Context: an optimization exercise on an open-source flow, tuned for small area, a short achievable clock period and few clock cycles per item. The choices shown serve that exercise and are no tape-out recipe.
In this exercise RTL edits were held to simulation tests only and were not proved equivalent to the original.
Power figures rest on the tool's default switching activity, not on a simulated workload.

--- design/flow/constraint.sdc ---
create_clock -name core_clock -period 22.0 [get_ports {clk}]
set_input_delay 4.4000 -clock core_clock [delete_from_list [all_inputs] [get_ports {clk}]]
set_output_delay 4.4000 -clock core_clock [all_outputs]
set_load 0.01 [all_outputs]
--- design/flow/config.mk ---
export PLATFORM = sky130hd
export DESIGN_NAME = paula_interp
export DESIGN_NICKNAME = paula_interp
export VERILOG_FILES = /design/flow/design.v
export SDC_FILE = /design/flow/constraint.sdc
export NUM_CORES = 4
export LEC_CHECK = 0
export CAP_MARGIN = 20
export CORE_MARGIN = 2
export CORE_UTILIZATION = 40
export SLEW_MARGIN = 20
--- design/flow/run.sh ---
#!/bin/bash
# synth_recipe.tcl (not shown) runs the flow's synth.tcl, then flattens the netlist and writes it again
# the make line also repeats each setting of config.mk as NAME=value (left out here)
make -C /OpenROAD-flow-scripts/flow DESIGN_CONFIG=/design/flow/config.mk WORK_HOME=/design/flow/orfs CLKGATE_MAP_FILE= SYNTH_SCRIPT=/design/flow/synth_recipe.tcl finish
--- design/flow/design.v ---
module pi_ksadd #(parameter W = 16, parameter L = 5) (
    input  wire [W-1:0] a,
    input  wire [W-1:0] b,
    input  wire         ci,
    output wire [W-1:0] s,
    output wire         co
);
    wire [W-1:0] p0 = a ^ b;
    wire [W-1:0] g0 = a & b;
    wire [W-1:0] gg [0:L];
    wire [W-1:0] pp [0:L];
    assign gg[0] = {g0[W-1:1], g0[0] | (p0[0] & ci)};
    assign pp[0] = p0;
    genvar l, i;
    generate
        for (l = 0; l < L; l = l + 1) begin : lev
            for (i = 0; i < W; i = i + 1) begin : bit_
                if (i >= (1 << l)) begin : op
                    assign gg[l+1][i] = gg[l][i] | (pp[l][i] & gg[l][i - (1 << l)]);
                    assign pp[l+1][i] = pp[l][i] & pp[l][i - (1 << l)];
                end else begin : pass
                    assign gg[l+1][i] = gg[l][i];
                    assign pp[l+1][i] = pp[l][i];
                end
            end
        end
    endgenerate
    wire [W-1:0] c = {gg[L][W-2:0], ci};
    assign s  = p0 ^ c;
    assign co = gg[L][W-1];
endmodule
module paula_interp (
    input  wire        clk,
    input  wire        rst,
    input  wire        start,
    output wire        ready,
    output reg         done,
    input  wire [1:0]  mode,
    input  wire [31:0] cur,
    input  wire [31:0] last0,
    input  wire [27:0] vol,
    input  wire [63:0] per,
    input  wire [63:0] evt,
    input  wire [27:0] sevt,
    input  wire [7:0]  adk,
    output reg  [15:0] left,
    output reg  [15:0] right
);
    localparam M_NEAREST = 2'd0;
    localparam M_LINEAR  = 2'd1;
    localparam M_CRUX    = 2'd2;
    localparam M_ANTI    = 2'd3;
    localparam V_ZERO = 2'd0;
    localparam V_PV   = 2'd1;
    localparam V_SV   = 2'd2;
    localparam V_DIV  = 2'd3;
    localparam P_IDLE  = 3'd0;
    localparam P_MUL   = 3'd1;
    localparam P_XFER  = 3'd2;
    localparam P_ROWS  = 3'd3;
    localparam P_CATCH = 3'd4;
    localparam P_TAIL  = 3'd5;
    reg        cv;
    reg [1:0]  c_mode;
    reg [31:0] c_cur, c_last;
    reg [27:0] c_vol;
    reg [63:0] c_per, c_evt;
    reg [27:0] c_sevt;
    reg [7:0]  c_adk;
    reg        ready_r;
    assign ready = ready_r;
    always @(posedge clk) begin
        c_mode <= mode;
        c_cur  <= cur;
        c_last <= last0;
        c_vol  <= vol;
        c_per  <= per;
        c_evt  <= evt;
        c_sevt <= sevt;
        c_adk  <= adk;
    end
    reg [2:0]  phase;
    reg [4:0]  cnt;         
    reg [2:0]  mc;          
    reg [3:0]  rc;          
    reg [1:0]  w_mode;
    reg        qf;          
    reg        done1;
    wire [29:0] s3 = {2'b00, c_sevt} + {1'b0, c_sevt, 1'b0};
    wire        s_big = |c_sevt[27:16];      
    wire frac_now = (w_mode == M_CRUX) || (rc <= 4'd4);
    wire zero_in  = (w_mode != M_ANTI) && frac_now;
    wire [3:0] div_c, lt1_c, lt2_c, e16_c, e12_c;
    wire [15:0] v_c [0:3];
    wire any_div = |div_c;
    wire need24  = |(div_c & ~lt2_c);
    wire need16  = |(div_c & ~lt1_c);
    wire big16   = |(div_c & e16_c);
    wire big12   = |(div_c & e12_c);
    wire [3:0] lin_rc = need24 ? 4'd12 : need16 ? 4'd8 : 4'd4;
    wire [3:0] mul_m  = big16 ? 4'd8 : big12 ? 4'd6 : 4'd4;
    reg  [4:0] n_occ;
    always @(*) begin
        if (!any_div || c_mode == M_NEAREST)
            n_occ = 5'd1;
        else case (c_mode)
            M_LINEAR: n_occ = {1'b0, lin_rc} + 5'd2;
            M_CRUX:   n_occ = 5'd8;
            default:  n_occ = {1'b0, mul_m} + 5'd9;
        endcase
    end
    genvar c;
    generate
        for (c = 0; c < 4; c = c + 1) begin : ch
            wire signed [7:0] s  = c_cur[8*c +: 8];
            wire signed [7:0] p  = c_last[8*c +: 8];
            wire        [6:0] vl = c_vol[7*c +: 7];
            wire       [15:0] pr = c_per[16*c +: 16];
            wire       [15:0] ev = c_evt[16*c +: 16];
            wire            mute = c_adk[c] | c_adk[c + 4];
            wire signed [14:0] pv_n = p * $signed({1'b0, vl});
            wire signed [8:0]  sp   = s - p;
            wire signed [15:0] d_n  = sp * $signed({1'b0, vl});
            wire               zmd  = (vl == 7'd0) || (s == p);
            wire [16:0] e;
            wire        e_co;
            pi_ksadd #(17, 5) u_e (.a({1'b0, pr}), .b({1'b1, ~ev}), .ci(1'b1), .s(e), .co(e_co));
            wire lt1 = !e[16] && (e[15:0] != 16'd0);           
            wire e_le0 = !lt1;
            wire [18:0] a1 = {3'b000, pr};
            wire [18:0] b1 = {3'b111, ~ev};
            wire [18:0] c1 = {3'b111, ~c_sevt[15:0]};
            wire [18:0] x1 = a1 ^ b1 ^ c1;
            wire [18:0] y1 = {(a1[17:0] & b1[17:0]) | (a1[17:0] & c1[17:0]) | (b1[17:0] & c1[17:0]), 1'b0};
            wire [18:0] t1;
            wire        t1c;
            pi_ksadd #(19, 5) u_t1 (.a(x1), .b(y1 | 19'd1), .ci(1'b1), .s(t1), .co(t1c));
            wire e_geS = !s_big && !t1[18];
            wire [19:0] a2 = {4'b0000, pr};
            wire [19:0] b2 = {4'b1111, ~ev};
            wire [19:0] c2 = {4'b1111, ~c_sevt[15:0]};
            wire [19:0] f2 = {3'b111, ~c_sevt[15:0], 1'b1};
            wire [19:0] x2 = a2 ^ b2 ^ c2;
            wire [19:0] y2 = {(a2[18:0] & b2[18:0]) | (a2[18:0] & c2[18:0]) | (b2[18:0] & c2[18:0]), 1'b1};
            wire [19:0] x3 = x2 ^ y2 ^ f2;
            wire [19:0] y3 = {(x2[18:0] & y2[18:0]) | (x2[18:0] & f2[18:0]) | (y2[18:0] & f2[18:0]), 1'b0};
            wire [19:0] t2;
            wire        t2c;
            pi_ksadd #(20, 5) u_t2 (.a(x3), .b(y3 | 20'd1), .ci(1'b1), .s(t2), .co(t2c));
            wire r1_geI = !s_big && !t2[19];
            wire ev_ltS = s_big || (ev < c_sevt[15:0]);
            reg [1:0] vs_n;
            always @(*) begin
                case (c_mode)
                    M_NEAREST: vs_n = V_SV;
                    M_LINEAR:  vs_n = V_DIV;
                    M_CRUX:    vs_n = (ev_ltS || r1_geI) ? V_SV : e_le0 ? V_PV : V_DIV;
                    default:   vs_n = e_le0 ? V_PV : e_geS ? V_SV : V_DIV;
                endcase
                if (vs_n == V_DIV && zmd)
                    vs_n = V_PV;
                if (mute)
                    vs_n = V_ZERO;
            end
            assign div_c[c] = (vs_n == V_DIV);
            assign lt1_c[c] = lt1;
            assign lt2_c[c] = (pr[15:8] != 8'd0) || (ev[15:8] < pr[7:0]);
            assign e16_c[c] = |e[15:12];
            assign e12_c[c] = |e[11:8];
            reg [44:0] p_n;
            always @(*) begin
                case (c_mode)
                    M_LINEAR: p_n = need24 ? {29'd0, ev} :
                                    need16 ? {21'd0, ev, 8'd0} :
                                             {13'd0, ev, 16'd0};
                    M_CRUX:   p_n = {12'd0, e, 16'd0};
                    default:  p_n = {29'd0, e[15:0]};
                endcase
            end
            wire [28:0] dv_n = (c_mode == M_LINEAR) ? {13'd0, pr} :
                               (c_mode == M_CRUX)   ? s3[28:0] : {1'b0, c_sevt};
            reg signed [14:0] pv;
            reg signed [15:0] d;
            reg        [1:0]  vsel;
            reg        [28:0] dv;
            reg        [44:0] P;
            reg        [31:0] acc;
            reg        [1:0]  qprev;
            wire [44:0] prow [0:2];
            wire [1:0]  qrow;
            assign prow[0] = P;
            genvar j;
            for (j = 0; j < 2; j = j + 1) begin : row
                wire [28:0] t = {prow[j][43:16], prow[j][15] & ~zero_in};
                wire [28:0] diff;
                wire        fits;
                pi_ksadd #(29, 5) u_sub (.a(t), .b(~dv), .ci(1'b1), .s(diff), .co(fits));
                assign prow[j+1] = {fits ? diff : t, prow[j][14:0], fits};
                assign qrow[1-j] = fits;
            end
            wire [1:0]  echunk = P[2*mc +: 2];
            wire [1:0]  chunk  = (phase == P_MUL) ? echunk : (qf ? qprev : 2'b00);
            wire [31:0] dx  = {{16{d[15]}}, d};
            wire [31:0] o0  = {acc[29:0], 2'b00};
            wire [31:0] o1  = chunk[1] ? {dx[30:0], 1'b0} : 32'd0;
            wire [31:0] o2  = chunk[0] ? dx : 32'd0;
            wire [31:0] sx  = o0 ^ o1 ^ o2;
            wire [31:0] cy  = {(o0[30:0] & o1[30:0]) | (o0[30:0] & o2[30:0]) | (o1[30:0] & o2[30:0]), 1'b0};
            wire [31:0] acc_n;
            wire        acc_co;
            pi_ksadd #(32, 5) u_acc (.a(sx), .b(cy), .ci(1'b0), .s(acc_n), .co(acc_co));
            wire [31:0] nacc;
            wire        nacc_co;
            pi_ksadd #(32, 5) u_neg (.a(~acc), .b(32'd0), .ci(1'b1), .s(nacc), .co(nacc_co));
            wire [31:0] aacc = acc[31] ? nacc : acc;
            always @(posedge clk) begin
                if (cv) begin
                    pv    <= pv_n;
                    d     <= d_n;
                    vsel  <= vs_n;
                    dv    <= dv_n;
                    P     <= p_n;
                    acc   <= 32'd0;
                end else begin
                    acc   <= acc_n;
                    qprev <= qrow;
                    if (phase == P_XFER)
                        P <= {12'd0, aacc[30:0], 2'b00};
                    else if (phase == P_ROWS)
                        P <= prow[2];
                end
            end
            reg [15:0] Y;
            reg        cin;
            reg        anz;
            wire       nz = |P[44:16];
            always @(*) begin
                Y   = 16'd0;
                cin = 1'b0;
                anz = 1'b0;
                case (vsel)
                    V_SV:  Y = d;
                    V_DIV: case (w_mode)
                        M_LINEAR: Y = acc[23:8];
                        M_CRUX:   Y = acc[27:12];
                        default: begin
                            Y   = d[15] ? ~{2'b00, P[13:0]} : {2'b00, P[13:0]};
                            cin = d[15] & ~nz;
                            anz = nz;
                        end
                    endcase
                    default: ;
                endcase
            end
            wire [15:0] pvx = {pv[14], pv};
            wire [15:0] va, vb;
            wire        vac, vbc;
            pi_ksadd #(16, 4) u_va (.a(pvx), .b(Y), .ci(cin),  .s(va), .co(vac));
            pi_ksadd #(16, 4) u_vb (.a(pvx), .b(Y), .ci(1'b1), .s(vb), .co(vbc));
            wire [15:0] v_n = (vsel == V_ZERO) ? 16'd0 : (anz && va[15]) ? vb : va;
            reg  [15:0] vr;
            always @(posedge clk)
                vr <= v_n;
            assign v_c[c] = vr;
        end
    endgenerate
    always @(posedge clk) begin
        if (cv)
            qf <= 1'b0;
        else
            qf <= (phase == P_ROWS) && (w_mode != M_ANTI) && frac_now;
    end
    wire [15:0] l_n, r_n;
    wire        l_co, r_co;
    pi_ksadd #(16, 4) u_l (.a(v_c[0]), .b(v_c[3]), .ci(1'b0), .s(l_n), .co(l_co));
    pi_ksadd #(16, 4) u_r (.a(v_c[1]), .b(v_c[2]), .ci(1'b0), .s(r_n), .co(r_co));
    always @(posedge clk) begin
        left  <= l_n;
        right <= r_n;
        if (rst) begin
            cv      <= 1'b0;
            ready_r <= 1'b1;
            done1   <= 1'b0;
            done    <= 1'b0;
            phase   <= P_IDLE;
            cnt     <= 5'd0;
        end else begin
            cv      <= start & ready_r;
            done1   <= (phase == P_TAIL);
            done    <= done1;
            if (start & ready_r)
                ready_r <= (mode == M_NEAREST);
            else
                ready_r <= cv ? (n_occ <= 5'd2) : (phase == P_IDLE || cnt <= 5'd3);
            if (cnt != 5'd0)
                cnt <= cnt - 5'd1;
            if (cv) begin
                w_mode <= c_mode;
                cnt    <= n_occ;
                mc     <= mul_m[2:0] - 3'd1;
                rc     <= (c_mode == M_CRUX) ? 4'd6 : lin_rc;
                if (!any_div || c_mode == M_NEAREST)
                    phase <= P_TAIL;
                else if (c_mode == M_ANTI)
                    phase <= P_MUL;
                else
                    phase <= P_ROWS;
            end else begin
                case (phase)
                    P_MUL: begin
                        mc <= mc - 3'd1;
                        if (mc == 3'd0)
                            phase <= P_XFER;
                    end
                    P_XFER: begin
                        phase <= P_ROWS;
                        rc    <= 4'd7;
                    end
                    P_ROWS: begin
                        rc <= rc - 4'd1;
                        if (rc == 4'd1)
                            phase <= (w_mode == M_ANTI) ? P_TAIL : P_CATCH;
                    end
                    P_CATCH: phase <= P_TAIL;
                    default: phase <= P_IDLE;
                endcase
            end
        end
    end
endmodule
==> metrics.md, run 1 <==
| Metric | Value |
|---|---|
| Design area | 103000 um2 |
| Die Height | 485 um |
| Routed wire per std cell | 23.3 um |
| Root Buffer | clkbuf_16 |
| Setup_tns | 0 ns |
| Asr flop ratio synth | 0% |
| Final worst setup slack | 11.70 ns |
| RD Place Congestion | 1.01 |
| Critical path's slowest cell | nor2_2 |
| I/O Pins | 295 |
| Critical path peak fanout | 45 |
| Max Fclk | 97.1 MHz |
| Setup bufs post-CTS | 0 |
| Crit. End Element | flip-flop |
| Max_slew headroom | 14.0% |
| Hold buffers post-CTS | 0 |
| Tmin final | 10.30 ns |
| CTS max path bufs | 3 |
| Number of nets in the layout | 12600 |
| VDD IR max | 0.0901 mV |
| Post-route ant nets | 0 |
| Power Total | 13.8 mW |
| Area grow syn2layout | 11.3% |
| Ys Warns | 7 |
| First-pass GRT wire length | 480000 um |
| Layout cell share with drive strength beyond 1 | 4.60% |
| Total wire length | 319000 um |
| Fill count | 22100 |
| Global route overflow | 0 |
| Main synth FF type | dfxtp_1 |
| TritonCTS clock tree | built |
| Clock transition at path regs | 0.06 ns |
| Vias/cell | 5.68 |
| Hold Vio Cnt, Final | 0 |
| Slew @ Worst Pin | 1.29 ns |
| Most frequent cells in the layout | 1298 x inv_1, 1102 x ha_1, 732 x nand2_1 |
| Post-synthesis sequential area ratio | 23.8% |
| Max-Cap Viols | 0 |
| Die Wd | 485 um |
| Post-DP HPWL | 252000 um |
| Unrepaired setup endpoints after global routing | no |
| Hold_ws | 0.475 ns |
| Final Max Tran Viols | 0 |
| Pre-CTS WS | 12.02 ns |
| Initial Util | 40.3% |
| Insertion delay to the later sink of the worst-skew pair | 0.82 ns |
| Largest net degree at the start of global routing | 153 |
| Period utilization | 46.8% |
| H-Tree Depth | 3 |
| Gr usage total | 26.6% |
| EDFF count, synth | 406 |
| Yosys reg bits | 901 |
| Startpoint class of the critical path | flip-flop |
| Dpl cell area | 99400 um2 |
| Synth Instances | 10300 |
| Syn Area/Cell | 8.98 um2 |
| Critical path data required time | 22.63 ns |
| Initial antenna violation count | 16 |
| Commonest non-fill, non-tap cell in the layout | inv_1 |
| Post-Route Skew | 0.0584 ns |
| Synth cell types | 103 |
| DRC viols | 0 |
| Vias in the first global route | 76800 |
| Rows | 176 |
| Hold Crit Class | flip-flop to flip-flop |
| Pwr dens | 134 nW/um2 |
| Final Util | 44.8% |
| Finished Layout Cells | 13700 |
| Post-Syn Area | 92700 um2 |
| Full die area | 236000 um2 |
| Final setup fails | 0 |
| Placeable Area | 230000 um2 |
| Status | timing/DRC/antenna clean |
| Via count | 77700 |
| Syn nets | 12300 |
| Initial DRC Count | 7197 |
| CP Class | flip-flop to flip-flop |
| Initial DRT Pass Iterations | 8 |
| Leakage | 46.4 nW |
| R2R Setup Slk | 11.70 ns |
| Resize count post-CTS | 0 |
| Critical Path Max Stage Delay | 1.04 ns |
| Cell total after placement | 13500 |
| Critical Path AT | 10.93 ns |
| CTS buffer count | 108 |
| Port buffer count | 294 |
| Sink Count | 901 |
-- final cells by class --
class / count / area (um2) / share of cell area [%]
Multi-Input combinational cell: 7835 / 64800 / 62.8
Sequential cell: 901 / 22100 / 21.4
Inverter: 1303 / 4890 / 4.74
Timing Repair Buffer: 406 / 3800 / 3.68
Tap cell: 3026 / 3790 / 3.67
Clock buffer: 135 / 3050 / 2.96
Clock inverter: 70 / 739 / 0.717
Antenna cell: 10 / 25.0 / 0.0243
-- state kept, by name (all words and copies together) (netlist names), 4 cells and up --
name,cells
ch.dv,77
c_adk,8
c_sevt,28
ch.d,64
c_evt,64
ch.vsel,8
ch.acc,128
ch.P,180
c_per,64
ch.qprev,8
ch.vr,64
c_cur,32
c_last,32
rc,4
right,16
left,16
cnt,5
ch.pv,60
c_vol,28
-- per-layer routing --
metal / global-route usage, % / vias to the layer above / share of wire (%)
met3: 4.62 / 653 / 8.1
met2: 41.8 / 2977 / 44
li1: - / 36300 / -
met1: 35.6 / 37800 / 43
met4: 12.6 / 4 / 5.3
met5: 0 / - / 0.0094
-- worst max-delay path: cells and delay by family (launching register included) --
kind | cells | cell delay (ns)
adders and majority gates | 3 | 0.81
buffers and inverters | 5 | 1.26
DFF | 1 | 0.42
muxes | 1 | 0.37
and+or+nand+nor | 6 | 1.70
AOI/OAI and AO/OA | 18 | 5.52
-- path summary, 6_finish.rpt --
check | cells past startpoint | to | from
min reg2reg | 1 | done | done1
max reg2reg | 33 | ch[1].P[17] | w_mode[0]
max | 33 | ch[1].P[17] | w_mode[0]
min | 1 | done | done1
-- power breakdown --
part | leakage, nW | total [mW] | internal [mW] | switching (mW)
logic | 36.5 | 8.83 | 3.79 | 5.05
registers | 7.98 | 3.06 | 2.52 | 0.544
clock network | 1.86 | 1.95 | 1.10 | 0.847
-- cells by family after synthesis --
kind of cell / synth area share (%)
and+or+nand+nor: 14.4
AOI/OAI and AO/OA: 17.5
adders and majority gates: 28.7
buffers and inverters: 6.48
DFF: 23.8
xor gates and xnor gates: 6.93
muxes: 2.16
-- cell usage after synthesis (167+ instances only) --
library cell  number  area (um2)
inv_1           1299        4880
ha_1            1106       13800
nand2_1          735        2760
a21oi_1          697        3490
nor2_1           658        2470
fa_1             639       12800
xnor2_1          497        4350
dfxtp_1          495        9910
o21ai_0          454        2270
edfxtp_1         406       12200
and2_1           362        2260
a21o_1           252        1890
xor2_1           236        2070
clkbuf_1         223         837
nor2b_1          203        1270
nor3_1           167         836
Testbench counts, summed over its fixed seeds: cycles 12,220, items 2,400.
==> inputs of run 2 (changes only) <==
--- a/design/flow/design.v
+++ b/design/flow/design.v
@@ -56,10 +56,9 @@
     localparam V_DIV  = 2'd3;
     localparam P_IDLE  = 3'd0;
     localparam P_MUL   = 3'd1;
-    localparam P_XFER  = 3'd2;
-    localparam P_ROWS  = 3'd3;
-    localparam P_CATCH = 3'd4;
-    localparam P_TAIL  = 3'd5;
+    localparam P_ROWS  = 3'd2;
+    localparam P_CATCH = 3'd3;
+    localparam P_TAIL  = 3'd4;
     reg        cv;
     reg [1:0]  c_mode;
     reg [31:0] c_cur, c_last;
@@ -88,10 +87,10 @@
     reg        done1;
     wire [29:0] s3 = {2'b00, c_sevt} + {1'b0, c_sevt, 1'b0};
     wire        s_big = |c_sevt[27:16];      
-    wire frac_now = (w_mode == M_CRUX) || (rc <= 4'd4);
-    wire zero_in  = (w_mode != M_ANTI) && frac_now;
+    reg  zero_in;           
     wire [3:0] div_c, lt1_c, lt2_c, e16_c, e12_c;
     wire [15:0] v_c [0:3];
+    wire [3:0]  f_c;        
     wire any_div = |div_c;
     wire need24  = |(div_c & ~lt2_c);
     wire need16  = |(div_c & ~lt1_c);
@@ -106,7 +105,7 @@
         else case (c_mode)
             M_LINEAR: n_occ = {1'b0, lin_rc} + 5'd2;
             M_CRUX:   n_occ = 5'd8;
-            default:  n_occ = {1'b0, mul_m} + 5'd9;
+            default:  n_occ = {1'b0, mul_m} + 5'd8;
         endcase
     end
     genvar c;
@@ -120,7 +119,9 @@
             wire            mute = c_adk[c] | c_adk[c + 4];
             wire signed [14:0] pv_n = p * $signed({1'b0, vl});
             wire signed [8:0]  sp   = s - p;
-            wire signed [15:0] d_n  = sp * $signed({1'b0, vl});
+            wire               dn_n = sp[8];
+            wire        [7:0]  asp  = dn_n ? -sp[7:0] : sp[7:0];
+            wire        [13:0] md_n = asp * vl;       
             wire               zmd  = (vl == 7'd0) || (s == p);
             wire [16:0] e;
             wire        e_co;
@@ -179,101 +180,99 @@
             end
             wire [28:0] dv_n = (c_mode == M_LINEAR) ? {13'd0, pr} :
                                (c_mode == M_CRUX)   ? s3[28:0] : {1'b0, c_sevt};
+            wire [29:0] dv3_n = (c_mode == M_LINEAR) ? ({14'd0, pr} + {13'd0, pr, 1'b0}) :
+                                (c_mode == M_CRUX)   ? ({2'd0, c_sevt} + {c_sevt[26:0], 3'd0}) :
+                                                       s3;
             reg signed [14:0] pv;
-            reg signed [15:0] d;
+            reg        [13:0] md;
+            reg               dneg;
             reg        [1:0]  vsel;
             reg        [28:0] dv;
+            reg        [29:0] dv3;
             reg        [44:0] P;
-            reg        [31:0] acc;
+            reg        [29:0] acc;
             reg        [1:0]  qprev;
-            wire [44:0] prow [0:2];
-            wire [1:0]  qrow;
-            assign prow[0] = P;
-            genvar j;
-            for (j = 0; j < 2; j = j + 1) begin : row
-                wire [28:0] t = {prow[j][43:16], prow[j][15] & ~zero_in};
-                wire [28:0] diff;
-                wire        fits;
-                pi_ksadd #(29, 5) u_sub (.a(t), .b(~dv), .ci(1'b1), .s(diff), .co(fits));
-                assign prow[j+1] = {fits ? diff : t, prow[j][14:0], fits};
-                assign qrow[1-j] = fits;
-            end
+            wire [29:0] t = {P[43:16], P[15:14] & {2{~zero_in}}};
+            wire [29:0] t1s, t2s, t3s;
+            wire        g1, g2, g3;
+            pi_ksadd #(30, 5) u_s1 (.a(t), .b(~{1'b0, dv}),        .ci(1'b1), .s(t1s), .co(g1));
+            pi_ksadd #(30, 5) u_s2 (.a(t), .b(~{dv[28:0], 1'b0}),  .ci(1'b1), .s(t2s), .co(g2));
+            pi_ksadd #(30, 5) u_s3 (.a(t), .b(~dv3),               .ci(1'b1), .s(t3s), .co(g3));
+            wire [1:0]  qrow = g3 ? 2'd3 : g2 ? 2'd2 : g1 ? 2'd1 : 2'd0;
+            wire [28:0] rn   = g3 ? t3s[28:0] : g2 ? t2s[28:0] : g1 ? t1s[28:0] : t[28:0];
+            wire [44:0] prow = {rn, P[13:0], qrow};
             wire [1:0]  echunk = P[2*mc +: 2];
             wire [1:0]  chunk  = (phase == P_MUL) ? echunk : (qf ? qprev : 2'b00);
-            wire [31:0] dx  = {{16{d[15]}}, d};
-            wire [31:0] o0  = {acc[29:0], 2'b00};
-            wire [31:0] o1  = chunk[1] ? {dx[30:0], 1'b0} : 32'd0;
-            wire [31:0] o2  = chunk[0] ? dx : 32'd0;
-            wire [31:0] sx  = o0 ^ o1 ^ o2;
-            wire [31:0] cy  = {(o0[30:0] & o1[30:0]) | (o0[30:0] & o2[30:0]) | (o1[30:0] & o2[30:0]), 1'b0};
-            wire [31:0] acc_n;
+            wire [29:0] o0  = {acc[27:0], 2'b00};
+            wire [29:0] o1  = chunk[1] ? {15'd0, md, 1'b0} : 30'd0;
+            wire [29:0] o2  = chunk[0] ? {16'd0, md} : 30'd0;
+            wire [29:0] sx  = o0 ^ o1 ^ o2;
+            wire [29:0] cy  = {(o0[28:0] & o1[28:0]) | (o0[28:0] & o2[28:0]) | (o1[28:0] & o2[28:0]), 1'b0};
+            wire [29:0] acc_n;
             wire        acc_co;
-            pi_ksadd #(32, 5) u_acc (.a(sx), .b(cy), .ci(1'b0), .s(acc_n), .co(acc_co));
-            wire [31:0] nacc;
-            wire        nacc_co;
-            pi_ksadd #(32, 5) u_neg (.a(~acc), .b(32'd0), .ci(1'b1), .s(nacc), .co(nacc_co));
-            wire [31:0] aacc = acc[31] ? nacc : acc;
+            pi_ksadd #(30, 5) u_acc (.a(sx), .b(cy), .ci(1'b0), .s(acc_n), .co(acc_co));
             always @(posedge clk) begin
                 if (cv) begin
                     pv    <= pv_n;
-                    d     <= d_n;
+                    md    <= md_n;
+                    dneg  <= dn_n;
                     vsel  <= vs_n;
                     dv    <= dv_n;
+                    dv3   <= dv3_n;
                     P     <= p_n;
-                    acc   <= 32'd0;
+                    acc   <= 30'd0;
                 end else begin
                     acc   <= acc_n;
                     qprev <= qrow;
-                    if (phase == P_XFER)
-                        P <= {12'd0, aacc[30:0], 2'b00};
+                    if (phase == P_MUL && mc == 3'd0)
+                        P <= {13'd0, acc_n, 2'b00};
                     else if (phase == P_ROWS)
-                        P <= prow[2];
+                        P <= prow;
                 end
             end
-            reg [15:0] Y;
-            reg        cin;
-            reg        anz;
-            wire       nz = |P[44:16];
+            reg [13:0] X;
+            reg        nz;
             always @(*) begin
-                Y   = 16'd0;
-                cin = 1'b0;
-                anz = 1'b0;
+                X  = 14'd0;
+                nz = 1'b0;
                 case (vsel)
-                    V_SV:  Y = d;
+                    V_SV:  X = md;
                     V_DIV: case (w_mode)
-                        M_LINEAR: Y = acc[23:8];
-                        M_CRUX:   Y = acc[27:12];
-                        default: begin
-                            Y   = d[15] ? ~{2'b00, P[13:0]} : {2'b00, P[13:0]};
-                            cin = d[15] & ~nz;
-                            anz = nz;
-                        end
+                        M_LINEAR: begin X = acc[21:8];  nz = |acc[7:0];  end
+                        M_CRUX:   begin X = acc[25:12]; nz = |acc[11:0]; end
+                        default:  begin X = P[13:0];    nz = |P[44:16];  end
                     endcase
                     default: ;
                 endcase
             end
+            wire        neg = dneg && (vsel[1] == 1'b1);
+            wire [15:0] Y   = neg ? ~{2'b00, X} : {2'b00, X};
             wire [15:0] pvx = {pv[14], pv};
-            wire [15:0] va, vb;
-            wire        vac, vbc;
-            pi_ksadd #(16, 4) u_va (.a(pvx), .b(Y), .ci(cin),  .s(va), .co(vac));
-            pi_ksadd #(16, 4) u_vb (.a(pvx), .b(Y), .ci(1'b1), .s(vb), .co(vbc));
-            wire [15:0] v_n = (vsel == V_ZERO) ? 16'd0 : (anz && va[15]) ? vb : va;
+            wire [15:0] va;
+            wire        vac;
+            pi_ksadd #(16, 4) u_va (.a(pvx), .b(Y), .ci(neg & ~nz), .s(va), .co(vac));
             reg  [15:0] vr;
-            always @(posedge clk)
-                vr <= v_n;
+            reg         fr;
+            always @(posedge clk) begin
+                vr <= (vsel == V_ZERO) ? 16'd0 : va;
+                fr <= (vsel == V_DIV) && (w_mode == M_ANTI) && nz && va[15];
+            end
             assign v_c[c] = vr;
+            assign f_c[c] = fr;
         end
     endgenerate
     always @(posedge clk) begin
-        if (cv)
-            qf <= 1'b0;
-        else
-            qf <= (phase == P_ROWS) && (w_mode != M_ANTI) && frac_now;
+        if (cv) begin
+            qf      <= 1'b0;
+            zero_in <= (c_mode == M_CRUX) || (lin_rc == 4'd4);
+        end else begin
+            qf      <= (phase == P_ROWS) && zero_in;
+            zero_in <= (w_mode == M_CRUX) ||
+                       ((w_mode == M_LINEAR) && (phase == P_ROWS) && (rc <= 4'd5));
+        end
     end
-    wire [15:0] l_n, r_n;
-    wire        l_co, r_co;
-    pi_ksadd #(16, 4) u_l (.a(v_c[0]), .b(v_c[3]), .ci(1'b0), .s(l_n), .co(l_co));
-    pi_ksadd #(16, 4) u_r (.a(v_c[1]), .b(v_c[2]), .ci(1'b0), .s(r_n), .co(r_co));
+    wire [15:0] l_n = v_c[0] + v_c[3] + {15'd0, f_c[0]} + {15'd0, f_c[3]};
+    wire [15:0] r_n = v_c[1] + v_c[2] + {15'd0, f_c[1]} + {15'd0, f_c[2]};
     always @(posedge clk) begin
         left  <= l_n;
         right <= r_n;
@@ -309,12 +308,10 @@
                 case (phase)
                     P_MUL: begin
                         mc <= mc - 3'd1;
-                        if (mc == 3'd0)
-                            phase <= P_XFER;
-                    end
-                    P_XFER: begin
-                        phase <= P_ROWS;
-                        rc    <= 4'd7;
+                        if (mc == 3'd0) begin
+                            phase <= P_ROWS;
+                            rc    <= 4'd7;
+                        end
                     end
                     P_ROWS: begin
                         rc <= rc - 4'd1;
==> metrics.md, run 2 <==
| Metric | Value |
|---|---|
| Status | timing/DRC/antenna clean |
| Placeable Area | 241000 um2 (+4.7%) |
| Clock transition at path regs | 0.07 ns (about the same) |
| Most frequent cells in the layout | 1296 x ha_1, 1227 x inv_1, 860 x nand2_1 |
| Area leader, netlist | ha_1 |
| Footprint of the multi-input gates | 67400 um2 (+4.0%) |
| Resize count post-CTS | 0 (unchanged) |
| Routed wire per std cell | 25.4 um (+9.1%) |
| H-Tree Depth | 3 (unchanged) |
| CTS buffer count | 118 (+9.3%) |
| Commonest cells post-synth | 1300 x ha_1, 1228 x inv_1, 862 x nand2_1 |
| Gr usage total | 29.4% (+2.8 points) |
| DRC viols | 0 (unchanged) |
| Largest register FFs | 180 (unchanged) |
| Final worst setup slack | 14.63 ns (+2.93 ns) |
| CTS max path bufs | 3 (unchanged) |
| Critical Path Max Stage Delay | 0.92 ns (-0.12 ns) |
| Vias/cell | 5.78 (+1.9%) |
| Fill count | 23500 (+5.9%) |
| Design area | 108000 um2 (+4.8%) |
| Max_slew headroom | 12.6% (-1.3 points) |
| Post-synthesis sequential area ratio | 24.9% (+1.0 points) |
| Hold Crit Class | flip-flop to flip-flop |
| CP Class | flip-flop to flip-flop |
| Critical Path AT | 8.04 ns (-2.89 ns) |
| Dpl cell area | 104000 um2 (+4.6%) |
| Synth cell types | 100 (-2.9%) |
| Rows | 180 (+2.3%) |
| Initial antenna violation count | 20 (+4) |
| Full die area | 247000 um2 (+4.8%) |
| Final Max Tran Viols | 0 (unchanged) |
| Yosys reg bits | 966 (+7.2%) |
| Final Util | 44.9% (about the same) |
| Finished Layout Cells | 14500 (+5.9%) |
| TritonCTS clock tree | built |
| Die Wd | 497 um (+2.4%) |
| Crit. End Element | flip-flop |
| Hold Vio Cnt, Final | 0 (unchanged) |
| Port buffer count | 294 (unchanged) |
| Total wire length | 369000 um (+16%) |
| Register area | 24200 um2 (+9.3%) |
| Post-Route Skew | 0.0799 ns (+0.0215 ns) |
| Asr flop ratio synth | 0% (unchanged) |
| Critical path peak fanout | 29 (-36%) |
| Hold buffers post-CTS | 0 (unchanged) |
| Die Height | 497 um (+2.4%) |
| Main synth FF type | dfxtp_1 |
| Root Buffer | clkbuf_16 |
| Sink Count | 966 (+7.2%) |
| Initial DRT Pass Iterations | 6 (-2) |
| Layout cell share with drive strength beyond 1 | 3.95% (-0.65 points) |
| Number of nets in the layout | 13200 (+5.4%) |
| Post-DP HPWL | 299000 um (+19%) |
| Global route overflow | 0 (unchanged) |
| Vias in the first global route | 82100 (+7.0%) |
| Post-route ant nets | 0 (unchanged) |
| Top Registers | ch.P: 180 flops, ch.acc: 112 flops, ch.dv3: 80 flops |
| Commonest non-fill, non-tap cell in the layout | ha_1 |
| Max Fclk | 136 MHz (+40%) |
| Syn Area/Cell | 8.86 um2 (-1.4%) |
| Area share of the largest cell type after synthesis | 16.7% (+1.8 points) |
| Initial Util | 40.3% (about the same) |
| Synth Instances | 11000 (+6.2%) |
| Post-Syn Area | 97100 um2 (+4.8%) |
| Synth area leaders | ha_1 17%, edfxtp_1 15%, fa_1 10% |
| Critical path's slowest cell | nor2_4 |
| Max-Cap Viols | 0 (unchanged) |
| Insertion delay to the later sink of the worst-skew pair | 0.83 ns (about the same) |
| Unrepaired setup endpoints after global routing | no |
| Hold_ws | 0.521 ns (+0.0452 ns) |
| Period utilization | 33.5% (-13 points) |
| Startpoint class of the critical path | flip-flop |
| Largest net degree at the start of global routing | 88 (-42%) |
| Pwr dens | 122 nW/um2 (-9.3%) |
| Initial DRC Count | 8283 (+15%) |
| Power Total | 13.2 mW (-5.0%) |
| Setup bufs post-CTS | 0 (unchanged) |
| Critical path's top delay family | compound AO/OA/AOI/OAI gates |
| Most frequent cell after synthesis | ha_1 |
| Worst Path Buf+Inv | 1 (-4) |
| Final setup fails | 0 (unchanged) |
| Leakage | 48.6 nW (+4.8%) |
| Critical Path, Cell by Cell | inv_1 -> fa_1 -> fa_1 -> ha_1 -> a21o_1 -> a21oi_1 -> nand2_1 -> o21ai_0 -> a21oi_1 -> a211oi_1 -> a2bb2oi_1 -> a2111oi_4 -> a22o_4 -> or4b_4 -> nor2_4 -> a22oi_1 -> nand3_1 |
| Top reg by flops | ch.P |
| Area grow syn2layout | 11.4% (about the same) |
| Tmin final | 7.37 ns (-2.93 ns) |
| Pre-CTS WS | 14.82 ns (+2.80 ns) |
| Setup_tns | 0 ns (unchanged) |
| First-pass GRT wire length | 539000 um (+12%) |
| Ys Warns | 6 (-1) |
| Critical path data required time | 22.67 ns (+0.04 ns) |
| EDFF count, synth | 482 (+19%) |
| Via count | 83800 (+7.9%) |
| Slew @ Worst Pin | 1.30 ns (+0.0112 ns) |
| Syn nets | 13000 (+5.6%) |
| Cell total after placement | 14300 (+5.9%) |
| VDD IR max | 0.107 mV (+19%) |
| I/O Pins | 295 (unchanged) |
| RD Place Congestion | 1.04 (+3.1%) |
==> run 2: final timing paths <==
| kind | slack [ns] | cells after the start | start | end |
|---|---|---|---|---|
| hold / removal | 0.52 | 1 | phase[1] | done1 |
| hold reg to reg | 0.52 | 1 | phase[1] | done1 |
| setup reg to reg | 14.63 | 17 | c_sevt[9] | ch[0].P[14] |
| setup / recovery | 14.63 | 17 | c_sevt[9] | ch[0].P[14] |
==> run 2: metal layers <==
| metal | wire length, um | vias to the layer above | track usage, % |
|---|---|---|---|
| met1 | 153000 | 40700 | 38.6 |
| li1 | - | 38800 | - |
| met5 | 27 | - | 0 |
| met2 | 162000 | 3494 | 46.0 |
| met4 | 24200 | 4 | 16.5 |
| met3 | 29200 | 804 | 4.58 |
==> run 2: kinds of logic (layout without fill, tap and decap cells) <==
group / count (synthesis) / count (layout) / share of synthesized area, %
adder cells (fa/ha/maj): 1790 / 1790 / 26.8
AND/OR/NAND/NOR: 3000 / 3000 / 15.0
flip-flops: 966 / 966 / 24.9
other: 0 / 12 / 0
AO/OA/AOI/OAI: 2728 / 2728 / 18.2
XOR/XNOR: 779 / 779 / 7.02
buffers and inverters: 1521 / 1854 / 5.94
multiplexers: 182 / 182 / 2.09
==> run 2: cell type report <==
class / instances / share of cell area, %
antenna: 12 / 0.0278
clock buffer: 147 / 3.02
clock inverter: 78 / 0.885
inverter: 1228 / 4.26
multi-input combinational: 8479 / 62.3
sequential: 966 / 22.3
tap: 3185 / 3.68
timing repair buffer: 401 / 3.47
==> run 2: power by group <==
part | switching (mW) | internal [mW] | leakage, nW
logic | 4.63 | 3.26 | 37.9
registers | 0.536 | 2.57 | 8.58
clock network | 0.911 | 1.24 | 2.05
total | 6.08 | 7.08 | 48.6
==> run 2: worst register-to-register path: stages, from the launching register on <==
cell and delay [ns]:
dfxtp_1 0.80, inv_1 0.66, fa_1 0.74, fa_1 0.43
ha_1 0.30, a21o_1 0.16, a21oi_1 0.19, nand2_1 0.06
o21ai_0 0.19, a21oi_1 0.09, a211oi_1 0.67, a2bb2oi_1 0.42
a2111oi_4 0.15, a22o_4 0.30, or4b_4 0.77, nor2_4 0.96
a22oi_1 0.25, nand3_1 0.14
Testbench counts of run 2, summed over its fixed seeds: cycles 11,971, items 2,400.

==> re-timing with driven ports <==
How much do the figures lean on ideal ports? The routed layouts below were timed once more, with nothing changed but the port constraints. Step 1 (the two cells are an assumption about what drives the block):
set clk [get_ports {clk}]
set_driving_cell -lib_cell sky130_fd_sc_hd__clkbuf_16 $clk
set_driving_cell -lib_cell sky130_fd_sc_hd__buf_2 [delete_from_list [all_inputs] $clk]
Step 2, shift: input delay + t, output delay - t, t = (earliest + latest rising clock arrival at the registers) / 2. This alone moves slack from input paths to output paths. a / b / c = ideal / step 1 / step 2; a / b = the first two.
run	t, ns	setup slack, ns	hold WS [ns]	latest minus earliest clock arrival (ns)
run 1	0.892	11.703 / 11.703 / 11.703	0.475 / 0.475 / 0.475	0.058 / 0.058
run 2	0.886	14.630 / 14.630 / 14.630	0.521 / 0.521 / 0.521	0.081 / 0.082
After both steps setup and hold are still met in every run listed.
